What follows belongs to an exercise in optimizing a design on an open flow for small area, a short achievable clock period and few clock cycles per item; a production flow would make more cautious choices.
At most, simulation tests tie the RTL to the original design; equivalence was not proved.
Only the layout flow was run in runs 1 to 4; the RTL was not checked for function there.
Power and IR drop assume default switching activity.

**design/flow/constraint.sdc**
```tcl
create_clock -name core_clock -period 5.0 [get_ports {clk}]
set_input_delay 1.0000 -clock core_clock [delete_from_list [all_inputs] [get_ports {clk}]]
set_output_delay 1.0000 -clock core_clock [all_outputs]
set_load 0.01 [all_outputs]
```
**design/flow/standard.sh**
```bash
#!/bin/bash
# synth_recipe.tcl (not shown) runs the flow's synth.tcl, then flattens the netlist and writes it again
# the make line also repeats each setting of config.mk as NAME=value (left out here)
make -C /OpenROAD-flow-scripts/flow DESIGN_CONFIG=/design/flow/config.mk WORK_HOME=/design/flow/orfs CLKGATE_MAP_FILE= SYNTH_SCRIPT=/design/flow/synth_recipe.tcl "${@:-finish}"
```
**design/flow/flow/run.sh**
```bash
#!/bin/bash
# The standard layout (the standard.sh: standard synthesis, floorplan,
# placement, CTS, routing), with the port buffers that placement inserts on
# every input and output made plain sky130 buffers instead of the default
# delay-buffer cell. Each tool's output is kept in its own log here.
set -euo pipefail
export BUFFER_PORTS_ARGS="-buffer_cell sky130_fd_sc_hd__buf_1"
bash standard.sh > standard_make.log 2>&1
```
**design/flow/config.mk**
```make
export PLATFORM = sky130hd
export DESIGN_NAME = ad5934_freq_encoder
export DESIGN_NICKNAME = ad5934_freq_encoder
export VERILOG_FILES = /design/flow/design.v
export SDC_FILE = /design/flow/constraint.sdc
export NUM_CORES = 4
export LEC_CHECK = 0
export CAP_MARGIN = 20
export CORE_MARGIN = 2
export CORE_UTILIZATION = 40
export CTS_BUF_LIST = sky130_fd_sc_hd__clkbuf_4 sky130_fd_sc_hd__clkbuf_8
export PLACE_DENSITY = 0.6
export SETUP_SLACK_MARGIN = 1.5
export SLEW_MARGIN = 20
```
**design/flow/design.v**
```verilog
module ad5934_freq_encoder (
    input  wire        clk,
    input  wire        rst,         
    input  wire        in_valid,
    output wire        in_ready,
    input  wire [31:0] in_freq,
    input  wire [31:0] in_fclk,
    output reg         out_valid,
    output wire [23:0] out_code,
    output wire        out_err
);
    reg         busy;        
    reg  [4:0]  cnt;         
    reg         err;         
    reg  [32:0] tr;          
    reg         neg;         
    reg  [23:0] qs;          
    assign in_ready = busy && (err || cnt == 5'd24);
    assign out_code = err ? 24'd0 : qs;
    assign out_err  = err;
    wire        rneg = tr[32] ^ neg;
    wire [32:0] a    = busy ? {tr[31:0] ^ {32{tr[32]}}, qs[23] ^ rneg}
                            : {1'b0, in_freq[24:0], in_fclk[31:25]};
    wire [32:0] b    = ~{1'b0, in_fclk};
    wire [32:0] p0   = a ^ b;
    wire [32:0] g0   = (a & b) | {32'd0, p0[0]};
    wire [32:0] gl [0:6];
    wire [32:0] pl [0:6];
    assign gl[0] = g0;
    assign pl[0] = p0;
    genvar l, i;
    generate
        for (l = 0; l < 6; l = l + 1) begin : lvl
            for (i = 0; i < 33; i = i + 1) begin : bitl
                if ((i >> l) & 1) begin : comb
                    localparam integer J = ((i >> l) << l) - 1;
                    assign gl[l+1][i] = gl[l][i] | (pl[l][i] & gl[l][J]);
                    assign pl[l+1][i] = pl[l][i] & pl[l][J];
                end else begin : pass
                    assign gl[l+1][i] = gl[l][i];
                    assign pl[l+1][i] = pl[l][i];
                end
            end
        end
    endgenerate
    wire [32:0] s    = p0 ^ {gl[6][31:0], 1'b1};
    wire        nneg = busy & rneg;
    wire        qbit = ~(s[32] ^ nneg);
    always @(posedge clk) begin
        tr  <= s;
        neg <= nneg;
        if (!busy) begin
            qs  <= in_fclk[24:1];
            err <= (|in_freq[31:25]) | qbit;
            cnt <= 5'd1;
        end else begin
            qs  <= {qs[22:0], qbit};
            cnt <= cnt + 5'd1;
        end
        if (rst) begin
            busy      <= 1'b0;
            out_valid <= 1'b0;
        end else begin
            out_valid <= in_ready && in_valid;
            if (!busy)
                busy <= in_valid;
            else if (in_ready && in_valid)
                busy <= 1'b0;
        end
    end
endmodule
```
==> results.toml, run 1 <==
[status]
outcome = "timing/DRC/antenna clean"

[global_routing]
grt_pass1_wl_mm = 14.7
grt_max_degree = 33
grt_pass1_vias = 3157
antenna_found_initial = 0
track_usage_pct = 18.0
grt_overflow = 0

[cts]
clkTransAtPathRegs_ns = 0.08
root_buffer = "clkbuf_8"
numCtsBuffers = 9
clock-sinks = 66
cts_tree = "done"
ctsHtreeMaxLevel = 3
clockBufferDepth = 2
clk_latency_ns = 0.36

[cells_and_area]
drive_above_1_share_pct = 7.44
antennaDiodeCount = 0
utilization_pct = 49.6
instances_no_fill = 711
layout_common_cells = "buf_1 (93), dfxtp_1 (62), xnor2_1 (49), nor2_1 (49), a21oi_1 (48)"
filler_cell_count = 980
final_common_cell = "buf_1"
area_growth_pct = 21.4
final_nets = 678

[timing]
rsz0062_at_grt = "true"
hold_viol = 0
fin_setup_tns_ns = 0
clock_skew_ns = 0.00894
relSlewSlack_pct = 34.4
min_period_ns = 3.45
setup_viol_count_final = 0
tightest_slew_ns = 0.984
fmax_mhz = 290
period_share_pct = 69.0
slew_viol_final = 0

[power_and_ir_drop]
cellLeakagePower_nw = 2.02
p_clk_share_pct = 23.7
seqPwrFrac_pct = 32.9
powerDensity_nw_per_um2 = 504
intPower_mw = 1.58
p_sw_share_pct = 34.8
pwr-share-comb_pct = 43.4
power_switching_uw = 841
irDropWorstVdd_uv = 185

[floorplan]
start_util_pct = 40.9
core_um2 = 9680
chipHeight_um = 103
io_pins = 94
num_rows = 36
die_area_um2 = 10700
fp.dieW_um = 103

[detailed_routing]
viasPerCell = 4.69
dr.pass1.iters = 4
first_iter_violations = 102
vias = 3337
drc = 0
drt-total-wl_mm = 9.04
wire_per_inst_um = 12.7
ant_nets = 0

[placed_design]
hpwl_mm = 6.66
portBuffers = 93
dp.cells = 688
gp_congestion = 0.749

[yosys]
syn-cell-area_um2 = 3960
yosysUniqueCellTypes = 48
seq_area_frac_synth_pct = 33.6
synth_xor_area_share_pct = 13.9
synth-simple-area-share_pct = 16.0
synthMuxAreaShare_pct = 0.253
synthCells = 478
yosys_register_bits = 66
synth_top_family_by_area = "compound AO/OA/AOI/OAI gates"
synth_compound_area_share_pct = 16.8
ys_async_sr_fraction_pct = 0
avgSynthCellArea_um2 = 8.28
synth_edf_count = 1
synth_fa_ha_area_share_pct = 13.0
synthesis.nets = 583
yosysWarningCount = 1
synth_ff_type = "dfxtp_1"

[min_path]
worstHoldPathCells = 1
hp-class = "reg2reg"

[critical_path]
cp-start-kind = "flip-flop"
r2r_cells = 14
critPathMaxFanout = 5
critPathKind = "reg2reg"
end_kind = "flip-flop"
crit_required_ns = 5.11
worstPathCellList = "xor2_4 -> xor2_1 -> mux2i_1 -> ha_1 -> inv_1 -> fa_2 -> a211oi_2 -> o211ai_1 -> nand4_1 -> a41oi_2 -> a311o_2 -> a211oi_4 -> xnor2_1 -> nand3b_1"
cpPeakStageDelay_ns = 0.48
cp.arrival_ns = 3.57
crit_slowest_cell = "a311o_2"

[flow_run]
drv_cap = 0
## critical path, delay by kind of cell, from the launching register on
family / cells / cell delay (ns)
adder cells (fa/ha/maj): 2 / 0.53
buffers and inverters: 1 / 0.05
multiplexers: 1 / 0.14
AO/OA/AOI/OAI: 5 / 1.36
flip-flops: 1 / 0.38
AND/OR/NAND/NOR: 2 / 0.30
XOR/XNOR: 3 / 0.44
## synth_stat cells, types with 5 or more instances
library cell / count / share of area [%]
o21ai_0: 30 / 3.8
nor3_1: 5 / 0.63
inv_1: 45 / 4.3
xnor2_1: 49 / 11
a21o_1: 6 / 1.1
nand3_1: 6 / 0.76
ha_1: 33 / 10
fa_1: 5 / 2.5
nand2_1: 34 / 3.2
nor2b_1: 25 / 4.0
a21oi_1: 49 / 6.2
clkbuf_1: 13 / 1.2
xor2_1: 14 / 3.1
nor2_1: 49 / 4.6
dfxtp_1: 65 / 33
## cells by family (layout without fill, tap and decap cells)
logic type | after synthesis | in the layout
AND/OR/NAND/NOR | 136 | 136
buffers and inverters | 64 | 164
XOR/XNOR | 63 | 63
AO/OA/AOI/OAI | 110 | 110
multiplexers | 1 | 1
adder cells (fa/ha/maj) | 38 | 38
flip-flops | 66 | 66
## state kept, by name, indices dropped and copies added, names as in the netlist
name       count
tr            33
qs            24
cnt            5
busy           1
err            1
neg            1
out_valid      1
## final timing paths
check / from / to / slack [ns]
worst max-delay path: tr[32]$_DFF_P_ / err$_DFFE_PN_ / 1.55
worst max register to register: tr[32]$_DFF_P_ / err$_DFFE_PN_ / 1.55
worst min register to register: cnt[0]$_SDFF_PN1_ / cnt[0]$_SDFF_PN1_ / 0.43
worst min-delay path: cnt[0]$_SDFF_PN1_ / cnt[0]$_SDFF_PN1_ / 0.43
## power groups by stage
stage	clock [mW]	combinational (mW)	sequential, mW
6_report	0.574	1.05	0.795
5_1_grt	0.610	1.18	0.816
4_1_cts	0.585	1.02	0.787
2_1_floorplan	0	0.833	0.775
3_5_place_dp	0	0.985	0.802
3_3_place_gp	0	0.974	0.798
## stage by stage
| stage | hold slack [ns] | cell area, µm² | power, mW | setup slack [ns] |
|---|---|---|---|---|
| 4_1_cts | 0.437 | 4730 | 2.40 | 1.52 |
| 3_5_place_dp | 0.417 | 4430 | 1.79 | 1.14 |
| 2_1_floorplan | 0.397 | 3970 | 1.61 | 1.50 |
| 6_report | 0.433 | 4800 | 2.42 | 1.55 |
| 5_1_grt | 0.454 | 4800 | 2.61 | 1.33 |
| 3_3_place_gp | 0.414 | 4430 | 1.77 | 1.25 |
## layout make-up
cell class                      instances  area (µm²)  share of cell area (%)
Tap cell                              133         166                    3.46
Clock inverter                          7         125                    2.60
Sequential cell                        66        1340                    27.9
Timing Repair Buffer                  103         468                    9.74
Multi-Input combinational cell        348        2410                    50.2
Inverter                               45         169                    3.52
Clock buffer                            9         124                    2.58
## metal layers
metal  up-vias  share of wire (%)  global-route usage, %
met5         -                  0                      0
met4         0                1.5                   7.29
met3        10                3.8                   3.83
met2        54                 47                   30.0
met1      1506                 47                   22.6
li1       1767                  -                      -
## timing repair
action	CTS	global route
resized for setup	2	11
setup buffers	3	4
hold buffers	0	0
pin swaps	2	6
setup endpoints to repair	4	5
==> inputs of run 2 (changes only) <==
--- a/design/flow/design.v
+++ b/design/flow/design.v
@@ -10,20 +10,20 @@
     output wire        out_err
 );
     reg         busy;        
+    reg         idle;        
     reg  [4:0]  cnt;         
     reg         err;         
-    reg  [32:0] tr;          
-    reg         neg;         
+    reg  [32:0] rem;         
     reg  [23:0] qs;          
     assign in_ready = busy && (err || cnt == 5'd24);
     assign out_code = err ? 24'd0 : qs;
     assign out_err  = err;
-    wire        rneg = tr[32] ^ neg;
-    wire [32:0] a    = busy ? {tr[31:0] ^ {32{tr[32]}}, qs[23] ^ rneg}
-                            : {1'b0, in_freq[24:0], in_fclk[31:25]};
-    wire [32:0] b    = ~{1'b0, in_fclk};
+    wire [32:0] a    = idle ? {1'b0, in_freq[24:0], in_fclk[31:25]}
+                            : {rem[31:0], qs[23]};
+    wire        sub  = idle | ~rem[32];
+    wire [32:0] b    = {33{sub}} ^ {1'b0, in_fclk};
     wire [32:0] p0   = a ^ b;
-    wire [32:0] g0   = (a & b) | {32'd0, p0[0]};
+    wire [32:0] g0   = (a & b) | {32'd0, p0[0] & sub};
     wire [32:0] gl [0:6];
     wire [32:0] pl [0:6];
     assign gl[0] = g0;
@@ -43,12 +43,10 @@
             end
         end
     endgenerate
-    wire [32:0] s    = p0 ^ {gl[6][31:0], 1'b1};
-    wire        nneg = busy & rneg;
-    wire        qbit = ~(s[32] ^ nneg);
+    wire [32:0] sum  = p0 ^ {gl[6][31:0], sub};
+    wire        qbit = ~sum[32];
     always @(posedge clk) begin
-        tr  <= s;
-        neg <= nneg;
+        rem <= sum;
         if (!busy) begin
             qs  <= in_fclk[24:1];
             err <= (|in_freq[31:25]) | qbit;
@@ -59,13 +57,17 @@
         end
         if (rst) begin
             busy      <= 1'b0;
+            idle      <= 1'b1;
             out_valid <= 1'b0;
         end else begin
             out_valid <= in_ready && in_valid;
-            if (!busy)
+            if (!busy) begin
                 busy <= in_valid;
-            else if (in_ready && in_valid)
+                idle <= ~in_valid;
+            end else if (in_ready && in_valid) begin
                 busy <= 1'b0;
+                idle <= 1'b1;
+            end
         end
     end
 endmodule
==> run 2 against run 1 <==
Register-to-register slack better by 0.22 ns. Critical path depth down 2. First-iteration DRC count down 45%. Critical endpoint unchanged. Cell area shrank 1.4%. Via count decreased by 10%. Maximum frequency up 6.0%. Sequential share of layout area up 0.28 points. Synthesized cell count shrank 18%. Critical path type is now in2reg. Core utilization decreased by 0.91 points. Sequential power decreased by 5.4%. Wire length is 6.1% lower. Clock skew rose by 0.0010 ns.
==> results.toml, run 2 <==
[placed_design]
place_area_um2 = 4500
gp_congestion = 0.835
portBuffers = 93
dp.cells = 611
hpwl_mm = 6.49
preCtsSetupSlack_ns = 1.27

[cells_and_area]
largest-register = "rem"
layout_common_cells = "buf_1 (93), dfxtp_1 (64), mux2_2 (52)"
instances_no_fill = 628
reg.largest.list = "rem (33), qs (24), cnt (5)"
utilization_pct = 48.7
filler_cell_count = 989
antennaDiodeCount = 0
final_common_cell = "buf_1"
postLayoutCellArea_um2 = 4740
largest_reg_flops = 33
final_nets = 594
area_growth_pct = 18.5
drive_above_1_share_pct = 18.6

[timing]
min_period_ns = 3.25
setup_viol_count_final = 0
period_share_pct = 65.1
slew_viol_final = 0
hold_viol = 0
rsz0062_at_grt = "false"
fmax_mhz = 307
tightest_slew_ns = 0.998
timing.final.ws_setup_ns = 1.75
clock_skew_ns = 0.00996
holdWs_ns = 0.439
relSlewSlack_pct = 33.5
fin_setup_tns_ns = 0

[floorplan]
start_util_pct = 41.1
fp.dieW_um = 104
die_area_um2 = 10800
num_rows = 36
core_um2 = 9730
chipHeight_um = 104
io_pins = 94

[cts]
clk_latency_ns = 0.35
clockBufferDepth = 2
root_buffer = "clkbuf_8"
ctsHtreeMaxLevel = 3
cts_tree = "done"
clkTransAtPathRegs_ns = 0.08
numCtsBuffers = 9
clock-sinks = 66

[detailed_routing]
wire_per_inst_um = 13.5
ant_nets = 0
drc = 0
dr.pass1.iters = 4
viasPerCell = 4.77
first_iter_violations = 56
drt-total-wl_mm = 8.49
vias = 2996

[flow_run]
drv_cap = 0

[yosys]
yosys_register_bits = 66
synthCells = 394
seq_area_frac_synth_pct = 33.3
yosysTopAreaCellShare_pct = 32.5
synth_area_leader_cell = "dfxtp_1"
yosysUniqueCellTypes = 47
synth_ff_type = "dfxtp_1"
ys_async_sr_fraction_pct = 0
avgSynthCellArea_um2 = 10.2
yosys-top-cells-count = "dfxtp_1 (65), mux2_2 (52), xnor2_1 (47)"
netlist_top_cells_area = "dfxtp_1 (33%), mux2_2 (15%), xnor2_1 (10%), ha_1 (10%), nor2b_1 (3.9%)"
synth_edf_count = 1
synthesis.nets = 498
yosysWarningCount = 1
syn-cell-area_um2 = 4000
synth_most_common_cell = "dfxtp_1"

[power_and_ir_drop]
powerDensity_nw_per_um2 = 453
total_power_mw = 2.14
irDropWorstVdd_uv = 147
cellLeakagePower_nw = 1.87

[critical_path]
cp-start-kind = "primary input"
crit_required_ns = 5.09
critPathMaxFanout = 7
critPathKind = "in2reg"
end_kind = "flip-flop"
cp.arrival_ns = 3.35

[min_path]
hp-class = "reg2reg"

[global_routing]
grt_pass1_vias = 3022
track_usage_pct = 16.4
grt_pass1_wl_mm = 14.3
antenna_found_initial = 0
grt_max_degree = 31
grt_overflow = 0

[status]
outcome = "timing/DRC/antenna clean"
-- run 2: cell types whose count changed in the layout (fill, tap and decap cells not counted), sizes merged, moves of 3 or more --
cell,delta
nand2,-20
o211ai,+3
o21ai,-20
a21oi,-30
inv,-21
buf,-5
nor2,-31
clkbuf,+5
a21o,-3
mux2,+52
a31oi,+4
-- run 2: layout make-up --
cell class,count,area (µm²),share of cell area [%]
inverter,26,97.6,2.06
clock buffer,14,180,3.80
sequential,66,1340,28.2
clock inverter,2,35.0,0.739
multi-input combinational,289,2530,53.5
timing repair buffer,98,390,8.24
tap,133,166,3.51
-- run 2: path summary, 6_finish.rpt --
path                      from  slack, ns                end  cells past startpoint
max reg2reg  idle$_SDFFE_PP1P_       1.77      err$_DFFE_PN_                     10
min reg2reg  cnt[0]$_SDFF_PN1_       0.44  cnt[0]$_SDFF_PN1_                      1
min          cnt[0]$_SDFF_PN1_       0.44  cnt[0]$_SDFF_PN1_                      1
max                 in_fclk[0]       1.75      err$_DFFE_PN_                     12
-- run 2: cells by family (layout without fill, tap and decap cells) --
group           count (synthesis)  in the layout  share of synthesized area, %
flops                          66             66                          33.3
xor+xnor                       59             59                          12.9
compound gates                 61             61                          11.8
buf+inv                        39            140                          3.69
mux                            55             55                          15.4
simple gates                   77             77                          10.4
fa+ha+maj                      37             37                          12.5
-- run 2: power by group --
part / total (mW) / internal [mW] / switching, mW
combinational: 0.909 / 0.432 / 0.477
clock: 0.483 / 0.282 / 0.202
sequential: 0.752 / 0.701 / 0.0511
total: 2.14 / 1.41 / 0.730
-- run 2: metal layers --
metal  GRT usage (%)  part of all wire, %  up-vias
met5               0                    0        -
met4            5.50                  1.4        0
met3            4.32                  4.1       11
met2            27.1                   47       59
met1            20.9                   47     1379
li1                -                    -     1547
-- run 2: repair_timing --
action / CTS / global route
pin swaps: 0 / 1
hold buffers: 0 / 0
resized for setup: 1 / 1
buffers inserted: 0 / 1
endpoints found under the setup margin: 4 / 2
-- run 2: critical path: stages --
cell and delay (ns):
buf_1 0.18, nor2_1 0.07, a211oi_1 0.22, a31oi_1 0.08, fa_1 0.42, a211oi_1 0.34, o211ai_2 0.15, nand4_4 0.15
a311oi_4 0.17, a211oi_2 0.26, xor2_1 0.20, nand3_1 0.09
==> inputs of run 3 (changes only) <==
--- a/design/flow/config.mk
+++ b/design/flow/config.mk
@@ -5,6 +5,7 @@
 export SDC_FILE = /design/flow/constraint.sdc
 export NUM_CORES = 4
 export LEC_CHECK = 0
+export ABC_AREA = 1
 export CAP_MARGIN = 20
 export CORE_MARGIN = 2
 export CORE_UTILIZATION = 40
==> run 3 against run 2 <==
Via count is 28% higher. Non-clock buffer count stayed put. Critical path type is now reg2out. Combinational power is 3.4% higher. Still clean. Highest routed layer unchanged.
==> results.toml, run 3 <==
[yosys]
synth_ff_type = "dfxtp_1"
syn-cell-area_um2 = 4400
yosys_register_bits = 66
synth_area_leader_cell = "dfxtp_1"
avgSynthCellArea_um2 = 7.22
ys_async_sr_fraction_pct = 0
synthCells = 609
yosysUniqueCellTypes = 36
seq_area_frac_synth_pct = 30.3
synth_edf_count = 1
yosysWarningCount = 1
netlist_top_cells_area = "dfxtp_1 (30%), nand2_1 (16%), ha_1 (9.1%), inv_1 (7.3%), xnor2_1 (5.8%)"
yosys-top-cells-count = "nand2_1 (189), inv_1 (85), dfxtp_1 (65)"
synthesis.nets = 713
yosysTopAreaCellShare_pct = 29.6
synth_most_common_cell = "nand2_1"

[critical_path]
end_kind = "primary output"
cp-start-kind = "flip-flop"
cpPeakStageDelay_ns = 0.76
worstPathCellList = "clkinvlp_4 -> a21oi_1 -> buf_1"
crit_required_ns = 4.00
critPathKind = "reg2out"
cp.arrival_ns = 2.12
critPathMaxFanout = 20
crit_slowest_cell = "dfxtp_1"

[global_routing]
grt_pass1_wl_mm = 16.3
grt_max_degree = 41
grt_overflow = 0
antenna_found_initial = 0
track_usage_pct = 17.6
grt_pass1_vias = 3625

[timing]
period_share_pct = 62.3
fmax_mhz = 321
setup_viol_count_final = 0
relSlewSlack_pct = 40.6
tightest_slew_ns = 0.892
fin_setup_tns_ns = 0
min_period_ns = 3.12
slew_viol_final = 0
rsz0062_at_grt = "false"
hold_viol = 0
clock_skew_ns = 0.0125

[placed_design]
portBuffers = 93
hpwl_mm = 7.56
gp_congestion = 0.814
dp.cells = 824

[floorplan]
num_rows = 38
core_um2 = 10800
start_util_pct = 40.7
die_area_um2 = 11800
io_pins = 94
fp.dieW_um = 109
chipHeight_um = 109

[detailed_routing]
vias = 3825
ant_nets = 0
viasPerCell = 4.53
dr.pass1.iters = 4
first_iter_violations = 185
drc = 0
drt-total-wl_mm = 9.91
wire_per_inst_um = 11.7

[cells_and_area]
largest_reg_flops = 33
antennaDiodeCount = 0
reg.largest.list = "rem (33), qs (24), cnt (5)"
area_growth_pct = 15.9
register_area_um2 = 1330
drive_above_1_share_pct = 9.09
multiInputGateArea_um2 = 2620
filler_cell_count = 1112
final_nets = 803
largest-register = "rem"
final_common_cell = "nand2_1"
layout_common_cells = "nand2_1 (189), buf_1 (93), inv_1 (84)"
instances_no_fill = 844

[power_and_ir_drop]
irDropWorstVdd_uv = 158
powerDensity_nw_per_um2 = 425
total_power_mw = 2.16
cellLeakagePower_nw = 2.55

[cts]
clock-sinks = 66
clkTransAtPathRegs_ns = 0.07
clockBufferDepth = 2
numCtsBuffers = 9
root_buffer = "clkbuf_8"
ctsHtreeMaxLevel = 3
ctsHoldBuffers = 0
cts_tree = "done"
clk_latency_ns = 0.36

[flow_run]
drv_cap = 0

[status]
outcome = "timing/DRC/antenna clean"

[min_path]
hp-class = "reg2reg"
-- run 3: worst paths after layout --
kind,startpoint,endpoint,slack [ns],cells past startpoint
worst max-delay path,busy$_SDFF_PP0_,in_ready,1.88,3
worst min-delay path,cnt[0]$_SDFF_PN1_,cnt[0]$_SDFF_PN1_,0.44,1
worst max register to register,idle$_SDFFE_PP1P_,rem[17]$_DFF_P_,2.11,13
worst min register to register,cnt[0]$_SDFF_PN1_,cnt[0]$_SDFF_PN1_,0.44,1
-- run 3: metrics by stage --
stage / utilization (%) / hold WS (ns) / worst slack [ns] / instance area [µm²]
2_1_floorplan: - / 0.397 / 2.04 / 4400
3_3_place_gp: 44.8 / 0.411 / 1.86 / 4840
3_5_place_dp: 44.8 / 0.423 / 1.77 / 4840
4_1_cts: 46.7 / 0.442 / 1.74 / 5040
5_1_grt: 47.2 / 0.471 / 1.63 / 5090
6_report: 47.2 / 0.436 / 1.88 / 5090
-- run 3: layer usage --
| layer | track usage, % | wire (µm) | vias to the layer above |
|---|---|---|---|
| li1 | - | - | 2036 |
| met1 | 23.1 | 4830 | 1686 |
| met2 | 28.8 | 4450 | 90 |
| met3 | 3.83 | 484 | 13 |
| met4 | 5.68 | 147 | 0 |
| met5 | 0 | 0 | - |
-- run 3: layout make-up --
type                    count  share of cell area (%)
inverters                  88                    6.83
clock inverters             4                    1.01
repair inverters            1                  0.0983
flip-flops and latches     66                    26.1
repair buffers             98                    7.98
clock buffers              12                    3.00
multi-input cells         435                    51.5
well taps                 140                    3.44
-- run 3: power breakdown --
group          internal [mW]  switching [mW]  leakage (nW)
Clock                  0.255           0.217         0.103
Sequential             0.700          0.0504         0.554
Combinational          0.376           0.564          1.90
-- run 3: critical path: cells and delay by family, from the launching register on --
kind                   cells  cell delay (ns)
AOI/OAI and AO/OA          1             0.29
DFF                        1             0.76
buffers and inverters      2             0.71
-- run 3: repair_timing --
item                                    in CTS  in global routing
gates resized for setup                      0                  1
endpoints found under the setup margin       0                  2
buffers inserted                             0                  2
-- run 3: kinds of logic after synthesis --
| kind of cell | count (synthesis) | share of synthesized area, % |
|---|---|---|
| buf+inv | 108 | 10.1 |
| compound gates | 65 | 8.57 |
| xor+xnor | 58 | 12.6 |
| simple gates | 275 | 27.0 |
| fa+ha+maj | 37 | 11.4 |
| flops | 66 | 30.3 |
==> inputs of run 4 (changes only) <==
--- a/design/flow/design.v
+++ b/design/flow/design.v
@@ -15,11 +15,12 @@
     reg         err;         
     reg  [32:0] rem;         
     reg  [23:0] qs;          
-    assign in_ready = busy && (err || cnt == 5'd24);
+    assign in_ready = busy && (err || cnt == 5'd0);
     assign out_code = err ? 24'd0 : qs;
     assign out_err  = err;
+    wire        nbit = in_fclk[cnt + 5'd1];
     wire [32:0] a    = idle ? {1'b0, in_freq[24:0], in_fclk[31:25]}
-                            : {rem[31:0], qs[23]};
+                            : {rem[31:0], nbit};
     wire        sub  = idle | ~rem[32];
     wire [32:0] b    = {33{sub}} ^ {1'b0, in_fclk};
     wire [32:0] p0   = a ^ b;
@@ -47,13 +48,12 @@
     wire        qbit = ~sum[32];
     always @(posedge clk) begin
         rem <= sum;
+        qs <= {qs[22:0], qbit};
         if (!busy) begin
-            qs  <= in_fclk[24:1];
             err <= (|in_freq[31:25]) | qbit;
-            cnt <= 5'd1;
+            cnt <= 5'd23;
         end else begin
-            qs  <= {qs[22:0], qbit};
-            cnt <= cnt + 5'd1;
+            cnt <= cnt - 5'd1;
         end
         if (rst) begin
             busy      <= 1'b0;
--- a/design/flow/config.mk
+++ b/design/flow/config.mk
@@ -5,7 +5,6 @@
 export SDC_FILE = /design/flow/constraint.sdc
 export NUM_CORES = 4
 export LEC_CHECK = 0
-export ABC_AREA = 1
 export CAP_MARGIN = 20
 export CORE_MARGIN = 2
 export CORE_UTILIZATION = 40
==> run 4 against run 3 <==
Wire length decreased by 8.2%. Setup slack got worse by 1.3 ns. Count of clock-buffer cells in the layout decreased by 3. Die area decreased by 8.3%. Sequential cell count unchanged. Maximum frequency decreased by 30%. Via count decreased by 17%. Sequential share of layout area decreased by 0.55 points. Core utilization increased by 6.1 points.
==> results.toml, run 4 <==
[timing]
relSlewSlack_pct = 47.1
period_share_pct = 88.5
fmax_mhz = 226
rsz0062_at_grt = "true"
tightest_slew_ns = 0.794
slew_viol_final = 0
hold_viol = 0
min_period_ns = 4.42
timing.final.ws_setup_ns = 0.577
clock_skew_ns = 0.00989
fin_setup_tns_ns = 0
setup_viol_count_final = 0

[placed_design]
portBuffers = 93
hpwl_mm = 6.78
preCtsSetupSlack_ns = 0.102
gp_congestion = 0.782

[cts]
numCtsBuffers = 9
ctsHtreeMaxLevel = 3
clk_latency_ns = 0.35
root_buffer = "clkbuf_8"
cts_tree = "done"
clkTransAtPathRegs_ns = 0.08
clock-sinks = 66
ctsHoldBuffers = 0
clockBufferDepth = 2

[critical_path]
end_kind = "flip-flop"
critPathMaxFanout = 4
cp.arrival_ns = 4.69
crit_required_ns = 5.27
critPathKind = "in2reg"
cp-start-kind = "primary input"
r2r_setup_slack_ns = 0.67

[cells_and_area]
reg.largest.list = "rem (33), qs (24), cnt (5)"
drive_above_1_share_pct = 26.1
final_nets = 617
layout_common_cells = "buf_1 (83), dfxtp_1 (64), xnor2_1 (45)"
antennaDiodeCount = 0
utilization_pct = 53.3
largest_reg_flops = 33
final_common_cell = "buf_1"
largest-register = "rem"
area_growth_pct = 29.7

[power_and_ir_drop]
total_power_mw = 2.49
power_switching_uw = 861
p_sw_share_pct = 34.5
cellLeakagePower_nw = 2.07
irDropWorstVdd_uv = 216
intPower_mw = 1.63
seqPwrFrac_pct = 34.2
powerDensity_nw_per_um2 = 479
p_clk_share_pct = 18.3
pwr-share-comb_pct = 47.4

[yosys]
synthesis.nets = 497
syn-cell-area_um2 = 4020
netlist_top_cells_area = "dfxtp_1 (32%), ha_1 (10%), xnor2_1 (10%), mux2_2 (7.9%), mux4_2 (5.0%)"
yosysUniqueCellTypes = 53
ys_async_sr_fraction_pct = 0
yosys-top-cells-count = "dfxtp_1 (65), xnor2_1 (47), ha_1 (33)"
seq_area_frac_synth_pct = 33.2
avgSynthCellArea_um2 = 10.2
synth_ff_type = "dfxtp_1"
synthCells = 392
synth_most_common_cell = "dfxtp_1"
yosys_register_bits = 66
yosysTopAreaCellShare_pct = 32.4
synth_area_leader_cell = "dfxtp_1"
yosysWarningCount = 1
synth_edf_count = 1

[detailed_routing]
drt-total-wl_mm = 9.10
wire_per_inst_um = 14.0
first_iter_violations = 93
drc = 0
vias = 3176
viasPerCell = 4.89
ant_nets = 0
dr.pass1.iters = 4

[global_routing]
grt_pass1_wl_mm = 15.0
grt_max_degree = 28
grt_pass1_vias = 3149
grt_overflow = 0
track_usage_pct = 17.1
antenna_found_initial = 0

[min_path]
hp-class = "reg2reg"

[floorplan]
die_area_um2 = 10900
start_util_pct = 41.1
io_pins = 94
fp.dieW_um = 104
num_rows = 36
chipHeight_um = 104
core_um2 = 9770

[status]
outcome = "timing/DRC/antenna clean"

[flow_run]
drv_cap = 0
## run 4: cell types whose count changed after synthesis, sizes merged, moves of 6 or more
cell	previous run	this run
o21ai	30	14
nand3	21	7
nor3	3	9
mux4	0	10
a21oi	27	19
mux2	0	28
nor2	47	19
xnor2	29	47
xor2	29	12
nand2	201	14
nor2b	0	27
inv	87	17
## run 4: timing repair
| action | in CTS | in global routing |
|---|---|---|
| endpoints found under the hold margin | 0 | 0 |
| pin swaps | 26 | 22 |
| gates resized for setup | 35 | 33 |
| buffers inserted | 16 | 9 |
| endpoints found under the setup margin | 31 | 31 |
## run 4: routing by layer
metal | GRT usage, % | vias to the layer above | wire [µm] | part of all wire [%]
met3 | 4.82 | 9 | 329 | 3.6
li1 | - | 1622 | - | -
met1 | 20.9 | 1488 | 4030 | 44
met2 | 29.5 | 57 | 4610 | 51
met5 | 0 | - | 0 | 0
met4 | 4.83 | 0 | 131 | 1.4
## run 4: final timing paths
kind,startpoint,endpoint,depth (start not counted)
setup / recovery,in_fclk[22],rem[22]$_DFF_P_,17
hold reg to reg,qs[10]$_DFF_P_,qs[11]$_DFF_P_,0
setup reg to reg,cnt[0]$_SDFF_PN1_,rem[22]$_DFF_P_,17
hold / removal,qs[10]$_DFF_P_,qs[11]$_DFF_P_,0
## run 4: area by class of cell
type                    count  area, µm²
clock buffers               9        124
flip-flops and latches     66       1330
clock inverters             7       75.1
fillers                   937       4570
multi-input cells         296       2780
inverters                  17       63.8
repair buffers            122        663
well taps                 133        166
## run 4: metrics by stage
step                      hold WS, ns  std cells  instance area, µm²
final                           0.346        650                5210
after global routing            0.346        650                5210
after CTS                       0.348        641                5000
after detailed placement        0.331        609                4540
after global placement          0.328        609                4540
after floorplan                 0.324        392                4040
## run 4: kinds of logic after synthesis
kind of cell               Yosys count  synth area share [%]
buffers and inverters               30                  2.96
AOI/OAI and AO/OA                   64                  11.4
and+or+nand+nor                     93                  12.2
xor gates and xnor gates            59                  12.9
adders and majority gates           38                  12.8
muxes                               42                  14.6
DFF                                 66                  33.2
## run 4: power by group through the flow
| stage | registers (mW) | clock network [mW] | logic, mW |
|---|---|---|---|
| global route | 0.884 | 0.499 | 1.30 |
| CTS | 0.857 | 0.475 | 1.08 |
| detailed placement | 0.869 | 0 | 0.945 |
| global placement | 0.860 | 0 | 0.935 |
| finish | 0.854 | 0.457 | 1.18 |
| floorplan | 0.840 | 0 | 0.774 |
## run 4: critical path, cell delays in order
cell       delay, ns
buf_1           0.08
mux4_2          0.49
mux4_2          0.51
a22oi_2         0.20
o21ai_2         0.09
nor2_1          0.13
a21oi_2         0.05
fa_2            0.37
a211oi_2        0.24
o211ai_2        0.14
a311oi_4        0.34
buf_4           0.16
buf_6           0.10
a21o_4          0.14
a21oi_4         0.07
or4b_1          0.48
o2111ai_1       0.09
==> inputs of run 5 (changes only) <==
--- a/design/flow/design.v
+++ b/design/flow/design.v
@@ -10,18 +10,16 @@
     output wire        out_err
 );
     reg         busy;        
-    reg         idle;        
     reg  [4:0]  cnt;         
     reg         err;         
     reg  [32:0] rem;         
     reg  [23:0] qs;          
-    assign in_ready = busy && (err || cnt == 5'd0);
+    assign in_ready = busy && (err || cnt == 5'd24);
     assign out_code = err ? 24'd0 : qs;
     assign out_err  = err;
-    wire        nbit = in_fclk[cnt + 5'd1];
-    wire [32:0] a    = idle ? {1'b0, in_freq[24:0], in_fclk[31:25]}
-                            : {rem[31:0], nbit};
-    wire        sub  = idle | ~rem[32];
+    wire [32:0] a    = busy ? {rem[31:0], qs[23]}
+                            : {1'b0, in_freq[24:0], in_fclk[31:25]};
+    wire        sub  = ~busy | ~rem[32];
     wire [32:0] b    = {33{sub}} ^ {1'b0, in_fclk};
     wire [32:0] p0   = a ^ b;
     wire [32:0] g0   = (a & b) | {32'd0, p0[0] & sub};
@@ -48,26 +46,23 @@
     wire        qbit = ~sum[32];
     always @(posedge clk) begin
         rem <= sum;
-        qs <= {qs[22:0], qbit};
         if (!busy) begin
+            qs  <= in_fclk[24:1];
             err <= (|in_freq[31:25]) | qbit;
-            cnt <= 5'd23;
+            cnt <= 5'd1;
         end else begin
-            cnt <= cnt - 5'd1;
+            qs  <= {qs[22:0], qbit};
+            cnt <= cnt + 5'd1;
         end
         if (rst) begin
             busy      <= 1'b0;
-            idle      <= 1'b1;
             out_valid <= 1'b0;
         end else begin
             out_valid <= in_ready && in_valid;
-            if (!busy) begin
+            if (!busy)
                 busy <= in_valid;
-                idle <= ~in_valid;
-            end else if (in_ready && in_valid) begin
+            else if (in_ready && in_valid)
                 busy <= 1'b0;
-                idle <= 1'b1;
-            end
         end
     end
 endmodule
==> design/flow/flow/run.sh (replaced) <==
#!/bin/bash
# The standard layout (the standard.sh: standard synthesis, floorplan,
# placement, CTS, routing), with two changes:
# - the port buffers that placement inserts on every input and output are
#   plain sky130 buffers instead of the default delay-buffer cell;
# - after global routing, ORFS's power recovery downsizes gates on paths
#   with positive slack (RECOVER_POWER percent of them).
# Each tool's output is kept in its own log here.
set -euo pipefail
export BUFFER_PORTS_ARGS="-buffer_cell sky130_fd_sc_hd__buf_1"
export RECOVER_POWER=50
bash standard.sh > standard_make.log 2>&1
--- a/design/flow/config.mk
+++ b/design/flow/config.mk
@@ -10,5 +10,5 @@
 export CORE_UTILIZATION = 40
 export CTS_BUF_LIST = sky130_fd_sc_hd__clkbuf_4 sky130_fd_sc_hd__clkbuf_8
 export PLACE_DENSITY = 0.6
-export SETUP_SLACK_MARGIN = 1.5
+export SETUP_SLACK_MARGIN = 1.8
 export SLEW_MARGIN = 20
==> run 5 against run 4 <==
Non-clock buffer count shrank 23. Via count shrank 5.8%. Setup slack gained 0.74 ns. Global-route usage shrank 1.0 points. Worst hold slack gained 0.091 ns. Total power shrank 12%. Maximum frequency grew 20%. Critical endpoint is now rem[19]$_DFF_P_. Highest routed layer unchanged.
==> results.toml, run 5 <==
[status]
outcome = "timing/DRC/antenna clean"

[yosys]
ys_async_sr_fraction_pct = 0
synth_most_common_cell = "dfxtp_1"
synth_edf_count = 1
synth_area_leader_cell = "dfxtp_1"
yosysWarningCount = 1
yosysUniqueCellTypes = 51
synth_ff_type = "dfxtp_1"
avgSynthCellArea_um2 = 10.1
yosysTopAreaCellShare_pct = 32.5
yosys_register_bits = 65
synthCells = 392
seq_area_frac_synth_pct = 33.2
synthesis.nets = 496
yosys-top-cells-count = "dfxtp_1 (64), mux2_2 (53), xor2_1 (46)"
netlist_top_cells_area = "dfxtp_1 (32%), mux2_2 (15%), xor2_1 (10%), ha_1 (10%), nor2b_1 (4.1%)"
syn-cell-area_um2 = 3950

[critical_path]
path_buf_inv = 1
worstPathCellList = "clkbuf_1 -> mux2_2 -> ha_1 -> a21oi_1 -> o21ai_1 -> a221oi_2 -> nand2_2 -> a311o_2 -> a21oi_2 -> xnor2_1"
critPathMaxFanout = 22
cp-start-kind = "flip-flop"
path_delay_family = "compound AO/OA/AOI/OAI gates"
end_kind = "flip-flop"
crit_slowest_cell = "clkbuf_1"
critPathKind = "reg2reg"
cp.arrival_ns = 3.95
crit_required_ns = 5.27
cpPeakStageDelay_ns = 0.88
r2r_setup_slack_ns = 1.32

[timing]
period_share_pct = 73.6
fin_setup_tns_ns = 0
hold_viol = 0
relSlewSlack_pct = 21.6
fmax_mhz = 272
clock_skew_ns = 0.00838
slew_viol_final = 0
setup_viol_count_final = 0
timing.final.ws_setup_ns = 1.32
rsz0062_at_grt = "false"
tightest_slew_ns = 1.18
min_period_ns = 3.68

[detailed_routing]
drt-total-wl_mm = 8.26
ant_nets = 0
vias = 2992
viasPerCell = 4.76
drc = 0
dr.pass1.iters = 4
wire_per_inst_um = 13.1
first_iter_violations = 48

[placed_design]
preCtsSetupSlack_ns = 1.16
place_area_um2 = 4430
gp_congestion = 0.794
hpwl_mm = 6.37
portBuffers = 93

[floorplan]
start_util_pct = 40.7
io_pins = 94
chipHeight_um = 103
core_um2 = 9680
fp.dieW_um = 103
num_rows = 36
die_area_um2 = 10700

[cells_and_area]
drive_above_1_share_pct = 17.0
largest-register = "rem"
largest_reg_flops = 33
final_nets = 594
filler_cell_count = 949
antennaDiodeCount = 0
final_common_cell = "buf_1"
area_growth_pct = 18.4
reg.largest.list = "rem (33), qs (24), cnt (5)"
layout_common_cells = "buf_1 (92), dfxtp_1 (63), mux2_2 (52)"
postLayoutCellArea_um2 = 4670
register_area_um2 = 1320
multiInputGateArea_um2 = 2510

[global_routing]
top_usage_layer = "met2"
antenna_found_initial = 0
gr-usage-met1_pct = 20.2
grt_pass1_wl_mm = 13.4
use_met2_pct = 27.2
grt_max_degree = 32
grt_pass1_vias = 2936
track_usage_pct = 16.1
grt_overflow = 0
met3_usage_pct = 4.17

[cts]
clockBufferDepth = 2
numCtsBuffers = 9
clkTransAtPathRegs_ns = 0.08
cts_tree = "done"
root_buffer = "clkbuf_8"
clock-sinks = 65
clk_latency_ns = 0.34
ctsHtreeMaxLevel = 3

[flow_run]
drv_cap = 0

[power_and_ir_drop]
irDropWorstVdd_uv = 176
cellLeakagePower_nw = 1.87
powerDensity_nw_per_um2 = 468
total_power_mw = 2.19

[min_path]
hp-class = "reg2reg"
[run 5: cell count changes after synthesis, moves of 4 or more]
cell | previous run | this run
xor2_1 | 12 | 46
nor2_1 | 19 | 12
mux4_2 | 9 | 0
mux2_2 | 28 | 53
xnor2_1 | 47 | 17
nor3_1 | 9 | 1
o21bai_1 | 2 | 6
o21ai_0 | 13 | 9
and3_1 | 4 | 0
inv_1 | 17 | 28
nand3_1 | 7 | 3
[run 5: worst paths after layout]
path	start	endpoint	cells past startpoint
worst max-delay path	busy$_SDFF_PP0_	rem[19]$_DFF_P_	10
worst min-delay path	cnt[0]$_SDFF_PN1_	cnt[0]$_SDFF_PN1_	1
worst max register to register	busy$_SDFF_PP0_	rem[19]$_DFF_P_	10
worst min register to register	cnt[0]$_SDFF_PN1_	cnt[0]$_SDFF_PN1_	1
[run 5: repair_timing]
item,4_1_cts,5_1_grt
setup endpoints to repair,28,15
gates resized for setup,6,5
pin swaps,0,1
setup buffers,1,3
hold buffers,0,0
[run 5: kinds of logic (layout without fill, tap and decap cells)]
group           Yosys count  count (layout)  share of synthesized area, %
simple gates             68              68                          9.35
flops                    65              65                          33.2
compound gates           63              63                          11.0
xor+xnor                 63              63                          14.0
mux                      56              56                          15.9
buf+inv                  40             143                          3.84
fa+ha+maj                37              37                          12.7
[run 5: area by class of cell]
class | instances | share of cell area, %
sequential | 65 | 28.1
clock inverter | 7 | 1.50
timing repair buffer | 99 | 8.22
tap | 133 | 3.56
multi-input combinational | 287 | 53.7
clock buffer | 9 | 2.65
inverter | 28 | 2.25
[run 5: worst reg2reg max path, cell delays in order, from the launching register on]
cell and delay, ns:
dfxtp_4 0.42, clkbuf_1 0.88, mux2_2 0.45, ha_1 0.34, a21oi_1 0.19, o21ai_1 0.10
a221oi_2 0.34, nand2_2 0.17, a311o_2 0.45, a21oi_2 0.15, xnor2_1 0.12
[run 5: metal layers]
metal | wire (µm) | up-vias
met5 | 0 | -
li1 | - | 1546
met1 | 3840 | 1368
met4 | 99 | 0
met2 | 3880 | 70
met3 | 441 | 8
[run 5: power by group]
group | internal [mW] | switching, mW | leakage, nW
logic | 0.468 | 0.519 | 1.22
registers | 0.700 | 0.0551 | 0.546
clock network | 0.230 | 0.214 | 0.0994
[run 5: per-stage QoR]
step                      utilization [%]  hold WS (ns)  instances
final                                48.3         0.437        628
after global routing                 48.3         0.460        628
after CTS                            48.2         0.436        625
after detailed placement             45.8         0.415        608
after global placement               45.8         0.413        608
after floorplan                         -         0.397        392
Testbench counts of run 5, summed over its fixed seeds: cycles 46,148, items 2,048.
==> inputs of run 6 (changes only) <==
--- a/design/flow/flow/run.sh
+++ b/design/flow/flow/run.sh
@@ -8,5 +8,5 @@
 # Each tool's output is kept in its own log here.
 set -euo pipefail
 export BUFFER_PORTS_ARGS="-buffer_cell sky130_fd_sc_hd__buf_1"
-export RECOVER_POWER=50
+export RECOVER_POWER=100
 bash standard.sh > standard_make.log 2>&1
==> run 6 against run 5 <==
Still clean on timing, DRC and antenna. Area after synthesis stayed put. Die area stayed put. Maximum frequency is 1.4% lower. Sequential power hardly changed. Wire length hardly changed. Synthesized cell count stayed put. Cell area is 0.13% lower. Sequential share of layout area hardly changed. Worst hold slack stayed put.
==> results.toml, run 6 <==
[detailed_routing]
wire_per_inst_um = 13.1
drt-total-wl_mm = 8.25
ant_nets = 0
vias = 2987
viasPerCell = 4.76
dr.pass1.iters = 4
first_iter_violations = 45
drc = 0

[timing]
tightest_slew_ns = 1.18
hold_viol = 0
clock_skew_ns = 0.00838
period_share_pct = 74.7
setup_viol_count_final = 0
holdWs_ns = 0.437
min_period_ns = 3.74
fmax_mhz = 268
timing.final.ws_setup_ns = 1.26
fin_setup_tns_ns = 0
relSlewSlack_pct = 21.6
rsz0062_at_grt = "false"
slew_viol_final = 0

[cells_and_area]
reg.largest.list = "rem (33), qs (24), cnt (5)"
filler_cell_count = 951
largest_reg_flops = 33
final_nets = 594
final_common_cell = "buf_1"
utilization_pct = 48.2
largest-register = "rem"
layout_common_cells = "buf_1 (92), dfxtp_1 (63), mux2_2 (52)"
area_growth_pct = 18.3
instances_no_fill = 628
antennaDiodeCount = 0
drive_above_1_share_pct = 16.6

[placed_design]
hpwl_mm = 6.37
preCtsSetupSlack_ns = 1.16
gp_congestion = 0.794
portBuffers = 93
dp.cells = 608

[min_path]
hp-class = "reg2reg"

[floorplan]
num_rows = 36
core_um2 = 9680
chipHeight_um = 103
start_util_pct = 40.7
io_pins = 94
die_area_um2 = 10700
fp.dieW_um = 103

[cts]
ctsHoldBuffers = 0
clockBufferDepth = 2
clkTransAtPathRegs_ns = 0.08
clk_latency_ns = 0.34
clock-sinks = 65
cts_tree = "done"
ctsHtreeMaxLevel = 3
root_buffer = "clkbuf_8"
numCtsBuffers = 9

[flow_run]
drv_cap = 0

[global_routing]
antenna_found_initial = 0
grt_max_degree = 32
track_usage_pct = 16.1
grt_overflow = 0
grt_pass1_wl_mm = 13.4
grt_pass1_vias = 2936

[critical_path]
cp-start-kind = "flip-flop"
end_kind = "flip-flop"
cp.arrival_ns = 4.01
crit_slowest_cell = "clkbuf_1"
critPathMaxFanout = 22
cpPeakStageDelay_ns = 0.88
critPathKind = "reg2reg"
worstPathCellList = "clkbuf_1 -> mux2_2 -> ha_1 -> a21oi_1 -> o21ai_1 -> a221oi_2 -> nand2_1 -> a311o_2 -> a21oi_2 -> xnor2_1"
crit_required_ns = 5.27

[power_and_ir_drop]
cellLeakagePower_nw = 1.87
irDropWorstVdd_uv = 176
powerDensity_nw_per_um2 = 467

[yosys]
netlist_top_cells_area = "dfxtp_1 (32%), mux2_2 (15%), xor2_1 (10%), ha_1 (10%), nor2b_1 (4.1%)"
ys_async_sr_fraction_pct = 0
syn-cell-area_um2 = 3950
synth_ff_type = "dfxtp_1"
synth_most_common_cell = "dfxtp_1"
seq_area_frac_synth_pct = 33.2
synth_edf_count = 1
yosysWarningCount = 1
yosys_register_bits = 65
avgSynthCellArea_um2 = 10.1
yosysTopAreaCellShare_pct = 32.5
yosys-top-cells-count = "dfxtp_1 (64), mux2_2 (53), xor2_1 (46)"
synthesis.nets = 496
synth_area_leader_cell = "dfxtp_1"
yosysUniqueCellTypes = 51
synthCells = 392

[status]
outcome = "timing/DRC/antenna clean"
## run 6: cell counts after synthesis
Identical to the previous run, type by type.
## run 6: layout make-up
type / instances / area (µm²) / share of cell area [%]
Multi-Input combinational cell: 287 / 2500 / 53.6
Sequential cell: 65 / 1320 / 28.2
Timing Repair Buffer: 99 / 384 / 8.23
Tap cell: 133 / 166 / 3.57
Clock buffer: 9 / 124 / 2.65
Inverter: 28 / 105 / 2.25
Clock inverter: 7 / 70.1 / 1.50
## run 6: timing repair
item,in CTS,in global routing
buffers inserted,1,3
endpoints found under the setup margin,28,15
gates resized for setup,6,5
endpoints found under the hold margin,0,0
pin swaps,0,1
## run 6: metrics by stage
stage / power, mW / area, µm²
2_1_floorplan: 1.54 / 3950
3_5_place_dp: 1.74 / 4430
4_1_cts: 2.22 / 4670
6_report: 2.18 / 4670
3_3_place_gp: 1.72 / 4430
5_1_grt: 2.38 / 4670
## run 6: routing by layer
metal  part of all wire (%)  wire (µm)  track usage (%)  up-vias
met3                    4.9        401             4.17        8
li1                       -          -                -     1546
met4                    1.2         99             5.16        0
met1                     47       3870             20.2     1365
met2                     47       3880             27.2       68
met5                      0          0                0        -
## run 6: path summary, 6_finish.rpt
| path | from | to | slack, ns | depth (start not counted) |
|---|---|---|---|---|
| min | cnt[0]$_SDFF_PN1_ | cnt[0]$_SDFF_PN1_ | 0.44 | 1 |
| max reg2reg | busy$_SDFF_PP0_ | rem[19]$_DFF_P_ | 1.26 | 10 |
| min reg2reg | cnt[0]$_SDFF_PN1_ | cnt[0]$_SDFF_PN1_ | 0.44 | 1 |
| max | busy$_SDFF_PP0_ | rem[19]$_DFF_P_ | 1.26 | 10 |
## run 6: kinds of logic after synthesis
group           after synthesis  synth area share [%]
simple gates                 68                  9.35
flops                        65                  33.2
compound gates               63                  11.0
xor+xnor                     63                  14.0
mux                          56                  15.9
buf+inv                      40                  3.84
fa+ha+maj                    37                  12.7
## run 6: worst max-delay path, delay by kind of cell (launching register included)
family,cells,cell delay [ns]
buffers and inverters,1,0.88
multiplexers,1,0.44
AND/OR/NAND/NOR,1,0.23
XOR/XNOR,1,0.12
flip-flops,1,0.42
AO/OA/AOI/OAI,5,1.22
adder cells (fa/ha/maj),1,0.34
## run 6: power breakdown
| group | internal, mW | switching [mW] |
|---|---|---|
| clock network | 0.230 | 0.214 |
| logic | 0.465 | 0.516 |
| registers | 0.700 | 0.0549 |
==> inputs of run 7 (changes only) <==
==> design/flow/flow/run.sh (replaced) <==
#!/bin/bash
# The standard layout (the standard.sh: standard synthesis, floorplan,
# placement, CTS, routing), with two changes:
# - the port buffers that placement inserts on every input and output are
#   plain sky130 buffers instead of the default delay-buffer cell;
# - clock tree synthesis without dummy loads.
# Each tool's output is kept in its own log here.
set -euo pipefail
export BUFFER_PORTS_ARGS="-buffer_cell sky130_fd_sc_hd__buf_1"
export CTS_ARGS="-sink_clustering_enable -repair_clock_nets -buf_list {sky130_fd_sc_hd__clkbuf_4 sky130_fd_sc_hd__clkbuf_8} -dont_use_dummy_load"
bash standard.sh > standard_make.log 2>&1
==> run 7 against run 6 <==
Still clean. Critical path depth stayed put. Worst hold slack hardly changed. Critical path type is now in2reg. Maximum frequency is 24% higher. Core utilization is 0.31 points lower. Final cell count is 1.1% lower. Global-route usage is 0.070 points lower. Cell area is 0.64% lower. Total power is 4.4% lower. Wire length is 0.42% lower.
==> results.toml, run 7 <==
[cts]
clk_latency_ns = 0.34
ctsHoldBuffers = 0
ctsHtreeMaxLevel = 3
clock-sinks = 65
cts_tree = "done"
root_buffer = "clkbuf_8"
clkTransAtPathRegs_ns = 0.08
numCtsBuffers = 9
clockBufferDepth = 2

[global_routing]
grt_pass1_wl_mm = 13.3
track_usage_pct = 16.1
antenna_found_initial = 0
grt_pass1_vias = 2928
grt_overflow = 0
grt_max_degree = 32

[detailed_routing]
drc = 0
first_iter_violations = 63
drt-total-wl_mm = 8.21
vias = 2967
dr.pass1.iters = 4
wire_per_inst_um = 13.2
viasPerCell = 4.78
ant_nets = 0

[critical_path]
r2r_setup_slack_ns = 2.04
critPathMaxFanout = 4
cp-start-kind = "primary input"
end_kind = "flip-flop"
cp.arrival_ns = 3.22
critPathKind = "in2reg"
regToRegStartpoint = "busy$_SDFF_PP0_"
crit_required_ns = 5.21
r2r_cells = 10
reg2reg_to = "rem[19]$_DFF_P_"

[floorplan]
start_util_pct = 40.7
fp.dieW_um = 103
chipHeight_um = 103
die_area_um2 = 10700
io_pins = 94
num_rows = 36
core_um2 = 9680

[yosys]
netlist_top_cells_area = "dfxtp_1 (32%), mux2_2 (15%), xor2_1 (10%), ha_1 (10%), nor2b_1 (4.1%)"
synth_area_leader_cell = "dfxtp_1"
yosysWarningCount = 1
yosysUniqueCellTypes = 51
synth_edf_count = 1
yosysTopAreaCellShare_pct = 32.5
synth_ff_type = "dfxtp_1"
syn-cell-area_um2 = 3950
yosys-top-cells-count = "dfxtp_1 (64), mux2_2 (53), xor2_1 (46)"
synth_most_common_cell = "dfxtp_1"
synthesis.nets = 496
synthCells = 392
avgSynthCellArea_um2 = 10.1
seq_area_frac_synth_pct = 33.2
ys_async_sr_fraction_pct = 0
yosys_register_bits = 65

[flow_run]
drv_cap = 0

[power_and_ir_drop]
powerDensity_nw_per_um2 = 450
cellLeakagePower_nw = 1.85
irDropWorstVdd_uv = 167

[cells_and_area]
register_area_um2 = 1320
postLayoutCellArea_um2 = 4640
layout_common_cells = "buf_1 (92), dfxtp_1 (63), mux2_2 (53)"
final_common_cell = "buf_1"
antennaDiodeCount = 0
largest-register = "rem"
reg.largest.list = "rem (33), qs (24), cnt (5)"
final_nets = 594
area_growth_pct = 17.5
multiInputGateArea_um2 = 2520
instances_no_fill = 621
drive_above_1_share_pct = 17.2
filler_cell_count = 949
largest_reg_flops = 33
utilization_pct = 47.9

[placed_design]
dp.cells = 608
preCtsSetupSlack_ns = 1.16
place_area_um2 = 4430
hpwl_mm = 6.37
portBuffers = 93
gp_congestion = 0.794

[timing]
slew_viol_final = 0
relSlewSlack_pct = 37.3
setup_viol_count_final = 0
fmax_mhz = 332
fin_setup_tns_ns = 0
period_share_pct = 60.2
tightest_slew_ns = 0.941
hold_viol = 0
rsz0062_at_grt = "false"
timing.final.ws_setup_ns = 1.99
min_period_ns = 3.01
clock_skew_ns = 0.0270

[status]
outcome = "timing/DRC/antenna clean"

[min_path]
worstHoldPathCells = 1
hold_end = "cnt[0]$_SDFF_PN1_"
hp-start = "cnt[0]$_SDFF_PN1_"
hp-class = "reg2reg"
run 7: worst max path at each step:
stage	from	to	slack, ns	cells after the start
global route	busy$_SDFF_PP0_	rem[29]$_DFF_P_	1.80	10
global placement	busy$_SDFF_PP0_	rem[26]$_DFF_P_	1.21	10
detailed placement	busy$_SDFF_PP0_	rem[26]$_DFF_P_	1.16	10
CTS	busy$_SDFF_PP0_	rem[19]$_DFF_P_	1.87	10
floorplan	busy$_SDFF_PP0_	rem[15]$_DFF_P_	1.80	11
finish	in_fclk[26]	rem[15]$_DFF_P_	1.99	10
run 7: through the flow:
stage               hold slack, ns  power, mW
floorplan                    0.397       1.54
global placement             0.413       1.72
detailed placement           0.415       1.74
CTS                          0.436       2.11
global route                 0.459       2.28
finish                       0.436       2.08
run 7: worst max-delay path, stage by stage:
cell and delay, ns:
buf_1 0.09, mux2_2 0.29, fa_2 0.42, a211oi_2 0.27, o211ai_1 0.13, a21bo_2 0.26
a221o_1 0.34, a21oi_2 0.18, o21bai_1 0.09, xor2_1 0.14
run 7: cell type report:
type	instances	share of cell area (%)
Multi-Input combinational cell	287	54.3
Sequential cell	65	28.4
Timing Repair Buffer	99	8.85
Tap cell	133	3.59
Clock buffer	9	2.67
Inverter	28	2.27
run 7: layer usage:
metal	wire (µm)	part of all wire (%)	global-route usage [%]
met4	98	1.2	5.16
met5	0	0	0
met2	3870	47	27.2
met3	437	5.3	4.30
met1	3810	46	19.9
run 7: cell families after synthesis:
logic type / synth area share, %
buffers and inverters: 3.84
AO/OA/AOI/OAI: 11.0
XOR/XNOR: 14.0
flip-flops: 33.2
adder cells (fa/ha/maj): 12.7
AND/OR/NAND/NOR: 9.35
multiplexers: 15.9
run 7: timing repair:
action                                  in CTS  in global routing
endpoints found under the setup margin      28                 16
pin swaps                                    0                  2
buffers inserted                             1                  3
gates resized for setup                      6                  4
cloned                                       0                  0
run 7: power breakdown:
group          total [mW]  internal [mW]  leakage (nW)  switching, mW
logic               0.995          0.475          1.23          0.520
registers           0.756          0.700         0.546         0.0554
clock network       0.334          0.160        0.0647          0.174
total                2.08           1.34          1.85          0.750
==> inputs of run 8 (changes only) <==
--- a/design/flow/config.mk
+++ b/design/flow/config.mk
@@ -9,6 +9,7 @@
 export CORE_MARGIN = 2
 export CORE_UTILIZATION = 40
 export CTS_BUF_LIST = sky130_fd_sc_hd__clkbuf_4 sky130_fd_sc_hd__clkbuf_8
+export GPL_TIMING_DRIVEN = 0
 export PLACE_DENSITY = 0.6
 export SETUP_SLACK_MARGIN = 1.8
 export SLEW_MARGIN = 20
==> run 8 against run 7 <==
Core utilization up 0.57 points. Global-route usage up 0.55 points. Wire length up 3.3%. Clock power up 2%. Final cell count up 0.97%. Area after synthesis unchanged. Critical path type is now reg2reg. Largest power group unchanged.
==> results.toml, run 8 <==
[yosys]
syn-cell-area_um2 = 3950
synthCells = 392
yosys_register_bits = 65
synth_edf_count = 1
synth_ff_type = "dfxtp_1"
yosysUniqueCellTypes = 51
synth_most_common_cell = "dfxtp_1"
yosysTopAreaCellShare_pct = 32.5
synth_area_leader_cell = "dfxtp_1"
yosys-top-cells-count = "dfxtp_1 (64), mux2_2 (53), xor2_1 (46)"
ys_async_sr_fraction_pct = 0
seq_area_frac_synth_pct = 33.2
avgSynthCellArea_um2 = 10.1
synthesis.nets = 496
netlist_top_cells_area = "dfxtp_1 (32%), mux2_2 (15%), xor2_1 (10%), ha_1 (10%), nor2b_1 (4.1%)"
yosysWarningCount = 1

[power_and_ir_drop]
total_power_mw = 2.11
seqPwrFrac_pct = 35.3
intPower_mw = 1.34
p_sw_share_pct = 36.4
power_switching_uw = 768
p_clk_share_pct = 16.1
pwr-share-comb_pct = 48.6
powerDensity_nw_per_um2 = 450
irDropWorstVdd_uv = 215
cellLeakagePower_nw = 1.87

[detailed_routing]
met1_length_mm = 4.04
wire_per_inst_um = 13.5
dr.pass1.iters = 4
ant_nets = 0
drc = 0
vias = 2996
wl_met3_um = 437
first_iter_violations = 51
viasPerCell = 4.78
top_layer = "met4"
wl_met2_mm = 3.93
drt-total-wl_mm = 8.49

[global_routing]
grt_max_degree = 13
grt_pass1_vias = 2906
track_usage_pct = 16.6
grt_overflow = 0
grt_pass1_wl_mm = 13.5
antenna_found_initial = 0

[cells_and_area]
final_common_cell = "buf_1"
drive_above_1_share_pct = 18.0
antennaDiodeCount = 0
multiInputGateArea_um2 = 2520
reg.largest.list = "rem (33), qs (24), cnt (5)"
layout_common_cells = "buf_1 (92), dfxtp_1 (64), mux2_2 (53)"
largest-register = "rem"
final_nets = 600
postLayoutCellArea_um2 = 4690
instances_no_fill = 627
filler_cell_count = 980
largest_reg_flops = 33
area_growth_pct = 18.9
register_area_um2 = 1310

[floorplan]
io_pins = 94
start_util_pct = 40.7
core_um2 = 9680
chipHeight_um = 103
num_rows = 36
die_area_um2 = 10700
fp.dieW_um = 103

[timing]
clock_skew_ns = 0.0230
min_period_ns = 3.05
hold_viol = 0
rsz0062_at_grt = "false"
fmax_mhz = 328
period_share_pct = 61.0
fin_setup_tns_ns = 0
tightest_slew_ns = 0.596
relSlewSlack_pct = 60.3
setup_viol_count_final = 0
slew_viol_final = 0
timing.final.ws_setup_ns = 1.95

[cts]
postCtsSetupBuffers = 0
cts_tree = "done"
ctsHtreeMaxLevel = 3
clk_latency_ns = 0.35
clock-sinks = 65
numCtsBuffers = 9
root_buffer = "clkbuf_8"
clockBufferDepth = 2
clkTransAtPathRegs_ns = 0.08

[placed_design]
dp.cells = 618
place_area_um2 = 4460
gp_congestion = 0.826
hpwl_mm = 6.64
portBuffers = 93
preCtsSetupSlack_ns = 1.11

[critical_path]
end_kind = "flip-flop"
crit_required_ns = 5.26
cp.arrival_ns = 3.31
cp-start-kind = "flip-flop"
critPathKind = "reg2reg"
critPathMaxFanout = 10

[min_path]
hp-class = "reg2reg"

[status]
outcome = "timing/DRC/antenna clean"

[flow_run]
drv_cap = 0
==> run 8: cell counts after synthesis <==
No cell type changed its count.
==> run 8: area by class of cell <==
type / instances / area share, %
Inverter: 28 / 2.24
Tap cell: 133 / 3.55
Buffer: 12 / 2.37
Multi-Input combinational cell: 287 / 53.8
Clock buffer: 9 / 2.64
Sequential cell: 65 / 27.9
Timing Repair Buffer: 93 / 7.47
==> run 8: what timing repair did <==
item                                    in CTS  in global routing
hold buffers                                 0                  0
endpoints found under the setup margin      28                 15
pin swaps                                    0                  2
resized for setup                           17                 22
gates cloned                                 0                  0
==> run 8: path summary, 6_finish.rpt <==
path,slack [ns],from,to,depth (start not counted)
min,0.45,cnt[0]$_SDFF_PN1_,cnt[0]$_SDFF_PN1_,1
min reg2reg,0.45,cnt[0]$_SDFF_PN1_,cnt[0]$_SDFF_PN1_,1
max,1.95,busy$_SDFF_PP0_,rem[19]$_DFF_P_,11
max reg2reg,1.95,busy$_SDFF_PP0_,rem[19]$_DFF_P_,11
==> run 8: routing by layer <==
metal	vias up	GRT usage, %
li1	1551	-
met1	1367	21.1
met2	70	27.3
met3	8	5.17
met4	0	4.55
met5	-	0
==> run 8: power by group through the flow <==
stage                     logic, mW  registers, mW  clock network [mW]
after floorplan               0.803          0.741                   0
after global placement        0.970          0.752                   0
after detailed placement      0.991          0.756                   0
after CTS                      1.02          0.746               0.356
after global routing           1.16          0.762               0.374
final                          1.03          0.746               0.340
==> run 8: worst max-delay path: stages (launching register included) <==
cell and delay (ns):
dfxtp_1 0.33, buf_6 0.15, clkbuf_8 0.20, mux2_2 0.35, ha_1 0.36, a21oi_2 0.17
o21ai_1 0.10, a221oi_2 0.36, nand2_2 0.18, a311o_2 0.45, a21oi_2 0.16, xnor2_1 0.12
==> run 8: through the flow <==
stage,utilization [%],hold slack (ns)
global placement,46.1,0.407
detailed placement,46.1,0.423
floorplan,-,0.397
CTS,47.9,0.442
finish,48.4,0.450
global route,48.4,0.483
==> run 8: logic make-up after synthesis <==
kind of cell    count (synthesis)  synth area share [%]
buf+inv                        40                  3.84
flops                          65                  33.2
compound gates                 63                  11.0
xor+xnor                       63                  14.0
fa+ha+maj                      37                  12.7
simple gates                   68                  9.35
mux                            56                  15.9

==> afterwards: timing with drivers on the ports <==
Ports are ideal in the flow. The routed layouts listed here were re-timed in OpenROAD.
Step 1 (the two cells are an assumption about what drives the block):
set clk [get_ports {clk}]
set_driving_cell -lib_cell sky130_fd_sc_hd__clkbuf_16 $clk
set_driving_cell -lib_cell sky130_fd_sc_hd__buf_2 [delete_from_list [all_inputs] $clk]
Step 2 adds t to the input delays and takes it off the output delays; t is the mean of the earliest and latest rising clock arrival at the registers after step 1. Input paths then give back, and output paths get back, about the clock's delay inside the block.
Three values: no drivers, after step 1, after step 2; two values: the first two.
run	t (ns)	slack for setup (ns)	latest minus earliest clock arrival (ns)	worst slew at a driven data input, ns
run 1	0.389	1.549 / 1.549 / 1.189	0.010 / 0.009	0.04
run 2	0.375	1.745 / 1.757 / 1.382	0.010 / 0.010	0.04
run 3	0.382	1.883 / 1.851 / 1.827	0.012 / 0.013	0.03
run 4	0.375	0.577 / 0.581 / 0.206	0.010 / 0.010	0.06
run 5	0.371	1.319 / 1.319 / 1.319	0.009 / 0.009	0.05
run 6	0.372	1.265 / 1.265 / 1.265	0.008 / 0.008	0.05
run 7	0.361	1.988 / 1.996 / 1.634	0.027 / 0.027	0.05
run 8	0.371	1.949 / 1.949 / 1.589	0.023 / 0.023	0.05
After both steps every run listed still meets setup and hold. The setup slack of run 4, which loses most, moves by +0.004 ns with the drivers and by -0.371 ns with both steps.
